Source: an optimization exercise on an open RTL-to-GDS flow (aim: small area, a short achievable clock period and few clock cycles per item). Production flows keep margins and buffers that such runs may drop. At most, simulation tests tie the RTL to the original design; equivalence was not proved. Power and IR drop assume default switching activity.

yarrow:
==> flow/design.v <==
module teavault_cipher (
    input  wire         clk,
    input  wire         rst,           
    input  wire         in_valid,
    output wire         in_ready,
    input  wire         in_decrypt,    
    input  wire [127:0] in_key,
    input  wire [63:0]  in_block,
    output wire         out_valid,
    input  wire         out_ready,
    output wire [63:0]  out_block
);
    localparam [31:0] DELTA   = 32'h9E3779B9;
    localparam [31:0] INITSUM = 32'h8DDE6E40;    
    function [31:0] add32(input [31:0] x, input [31:0] y, input ci);
        reg [31:0] g, p, gg, pp, gn, pn;
        integer i, l;
        begin
            g = x & y;
            p = x ^ y;
            gg = g; pp = p;
            gg[0] = g[0] | (p[0] & ci);
            for (l = 0; l < 5; l = l + 1) begin
                gn = gg; pn = pp;
                for (i = 0; i < 32; i = i + 1)
                    if (i[l]) begin
                        gn[i] = gg[i] | (pp[i] & gg[((i >> l) << l) - 1]);
                        pn[i] = pp[i] & pp[((i >> l) << l) - 1];
                    end
                gg = gn; pp = pn;
            end
            add32 = p ^ {gg[30:0], ci};
        end
    endfunction
    reg        busy;       
    reg        full;       
    reg        ph;         
    reg        last;       
    reg        nz;         
    reg        sub;        
    reg [7:0]  cnt;        
    reg        dec;
    reg [31:0] a, b;       
    reg [31:0] sum;        
    reg [63:0] kp;         
    wire [31:0] ka  = kp[63:32];
    wire [31:0] kb  = kp[31:0];
    wire [31:0] f   = add32(b << 4, ka, 1'b0) ^ add32(b, sum, 1'b0) ^ add32(b >> 5, kb, 1'b0);
    wire [31:0] fx  = (f & {32{nz}}) ^ {32{sub}};    
    wire [31:0] nb  = add32(a, fx, sub);             
    wire [31:0] dd  = {DELTA[31:1] ^ {31{dec}}, 1'b1};    
    assign in_ready  = last;
    assign out_valid = full;
    assign out_block = {a, b};
    always @(posedge clk) begin
        if (dec ^ (busy & ~cnt[0]))
            kp <= in_key[63:0];
        else
            kp <= in_key[127:64];
        if (busy) begin
            a   <= b;
            if (cnt[0])
                sum <= sum + dd;
            cnt <= cnt + 8'd1;
            nz  <= (cnt != 8'd127);
            sub <= dec & (cnt != 8'd127);
        end else begin
            if (!full)
                a <= (ph ^ in_decrypt) ? in_block[63:32] : in_block[31:0];
            sum <= dec ? INITSUM : DELTA;
            cnt <= 8'd0;
            dec <= in_decrypt;
            nz  <= ph;
            sub <= ph & dec;
        end
        if (!full)
            b <= nb;
        if (rst) begin
            busy <= 1'b0;
            full <= 1'b0;
            ph   <= 1'b0;
            last <= 1'b0;
        end else if (busy) begin
            last <= ~last & (cnt == (dec ? 8'd127 : 8'd126));
            if (last) begin
                busy <= 1'b0;
                full <= 1'b1;
            end
        end else if (full) begin
            if (out_ready)
                full <= 1'b0;
        end else if (ph) begin
            ph   <= 1'b0;
            busy <= 1'b1;
        end else begin
            ph   <= in_valid;
        end
    end
endmodule
==> flow/config.mk <==
export PLATFORM = sky130hd
export DESIGN_NAME = teavault_cipher
export DESIGN_NICKNAME = teavault_cipher
export VERILOG_FILES = /design/flow/design.v
export SDC_FILE = /design/flow/constraint.sdc
export NUM_CORES = 4
export LEC_CHECK = 0
export ABC_AREA = 1
export CAP_MARGIN = 20
export CORE_MARGIN = 2
export CORE_UTILIZATION = 40
export SLEW_MARGIN = 20
export BUFFER_PORTS_ARGS = -buffer_cell sky130_fd_sc_hd__buf_1
export ADDER_MAP_FILE = 
export SETUP_SLACK_MARGIN = 8
export TNS_END_PERCENT = 0
==> flow/constraint.sdc <==
create_clock -name core_clock -period 12.0 [get_ports {clk}]
set_input_delay 2.4000 -clock core_clock [delete_from_list [all_inputs] [get_ports {clk}]]
set_output_delay 2.4000 -clock core_clock [all_outputs]
set_load 0.01 [all_outputs]
standard.sh (not shown) runs the stock make flow with config.mk's settings and CLKGATE_MAP_FILE= SYNTH_SCRIPT=/design/flow/synth_recipe.tcl, a recipe that flattens the netlist after the stock synthesis.
==> flow/flow/run.sh <==
#!/bin/bash
# The standard ORFS layout (standard.sh), with these changes to how the
# layout is made (the SDC and clock period stay the standard flow's):
#  - ports are buffered with buf_1 cells instead of delay buffers;
#  - synthesis does not map adders to the library's fa/ha cells (same
#    synthesis script and registers, the adders are left to ABC);
#  - timing repair aims for more setup slack, on the worst path only.
set -e
cat >> "$FLOW_CONFIG" <<'EOC'
export BUFFER_PORTS_ARGS = -buffer_cell sky130_fd_sc_hd__buf_1
export ADDER_MAP_FILE = 
export SETUP_SLACK_MARGIN = 8
export TNS_END_PERCENT = 0
EOC
bash standard.sh > standard.log 2>&1
## Diff of input files: lagoon against yarrow
-- flow/design.v --
<<< yarrow, line 33
        end
    endfunction
    reg        busy;       
    reg        full;       
>>> lagoon, line 33
        end
    endfunction
    function [31:0] add32bk(input [31:0] x, input [31:0] y, input ci);
        reg [31:0] g, p, gg, pp;
        integer i, l;
        begin
            g = x & y;
            p = x ^ y;
            gg = g; pp = p;
            gg[0] = g[0] | (p[0] & ci);
            for (l = 0; l < 5; l = l + 1)
                for (i = 0; i < 32; i = i + 1)
                    if (((i + 1) % (2 << l)) == 0) begin
                        gg[i] = gg[i] | (pp[i] & gg[i - (1 << l)]);
                        pp[i] = pp[i] & pp[i - (1 << l)];
                    end
            for (l = 3; l >= 0; l = l - 1)
                for (i = 0; i < 32; i = i + 1)
                    if (((i + 1) % (2 << l)) == (1 << l) && i >= (2 << l)) begin
                        gg[i] = gg[i] | (pp[i] & gg[i - (1 << l)]);
                        pp[i] = pp[i] & pp[i - (1 << l)];
                    end
            add32bk = p ^ {gg[30:0], ci};
        end
    endfunction
    function [31:0] add32sp4(input [31:0] x, input [31:0] y, input ci);
        reg [31:0] g, p;
        reg [31:0] c;   
        reg [31:0] BG, BP, GG, PP, GN, PN;   
        integer i, j, l, nb;
        begin
            g = x & y; p = x ^ y;
            nb = 32 / 4;
            for (i = 0; i < 32 / 4; i = i + 1) begin
                BG[i] = 1'b0; BP[i] = 1'b1;
                for (j = 0; j < 4; j = j + 1) begin
                    BG[i] = g[i*4+j] | (p[i*4+j] & BG[i]);
                    BP[i] = BP[i] & p[i*4+j];
                end
            end
            GG = BG; PP = BP;
            for (l = 0; l < 5; l = l + 1) begin
                GN = GG; PN = PP;
                for (i = 0; i < 32 / 4; i = i + 1)
                    if (i[l]) begin
                        GN[i] = GG[i] | (PP[i] & GG[((i >> l) << l) - 1]);
                        PN[i] = PP[i] & PP[((i >> l) << l) - 1];
                    end
                GG = GN; PP = PN;
            end
            for (i = 0; i < 32 / 4; i = i + 1) begin
                c[i*4] = (i == 0) ? ci : (GG[i-1] | (PP[i-1] & ci));
                for (j = 1; j < 4; j = j + 1)
                    c[i*4+j] = g[i*4+j-1] | (p[i*4+j-1] & c[i*4+j-1]);
            end
            add32sp4 = p ^ c;
        end
    endfunction
    reg        busy;       
    reg        full;       
<<< yarrow, line 61
            a   <= b;
            if (cnt[0])
                sum <= sum + dd;
            cnt <= cnt + 8'd1;
            nz  <= (cnt != 8'd127);
>>> lagoon, line 117
            a   <= b;
            if (cnt[0])
                sum <= add32bk(sum, dd, 1'b0);
            cnt <= cnt + 8'd1;
            nz  <= (cnt != 8'd127);
--- outcome ---
lagoon vs. yarrow: arrival time of data at the critical path endpoint shows a reduction of 0.08 ns, part of the power in combinational logic shows a reduction of 1.4 points, post-route minimum period shows a reduction of 0.084 ns, biggest fanout along the worst timing path shows an increase of 5.
When lagoon is measured against yarrow, its sequential share of layout area turns out 0.69 points higher.
| initial core utilization | lagoon vs yarrow | ≈ equal |
Cmp yarrow and lagoon / placement-stage cell area / higher: yarrow
lagoon ends up with higher post-placement setup slack than yarrow does.
Synthesized area, yarrow and lagoon, lower one = lagoon.
Measured against each other, yarrow and lagoon differ in count of cells along the worst hold path, the lower figure coming from yarrow.
Testbench counts of lagoon, summed over its fixed seeds: cycles 168,315, items 1,280.
Function not checked in yarrow: the RTL went through the layout flow alone.

## what the ideal ports hide
No port has a modelled driver above. Below, the same layouts with a new extraction and two added sets of constraints. Step 1 sets driving cells, clkbuf_16 on the clock port and buf_2 on the other inputs (assumed; they add their load-dependent delay and slew). Step 2 moves the port delays by t, midway between the first and last clock arrival at a register: inputs arrive t later, outputs are due t later. That takes back most of the time a late clock gives input paths. Slacks: no drivers / after step 1 / after step 2; pairs: no drivers / after step 1.
run	t, ns	setup slack, ns	worst slew at a driven data input, ns
yarrow	0.522	8.217 / 8.163 / 7.870	0.05
lagoon	0.500	8.301 / 8.250 / 8.018	0.05
After both steps every run listed still meets setup and hold. The setup slack of yarrow, which loses most, moves by -0.054 ns with the drivers and by -0.347 ns with both steps.
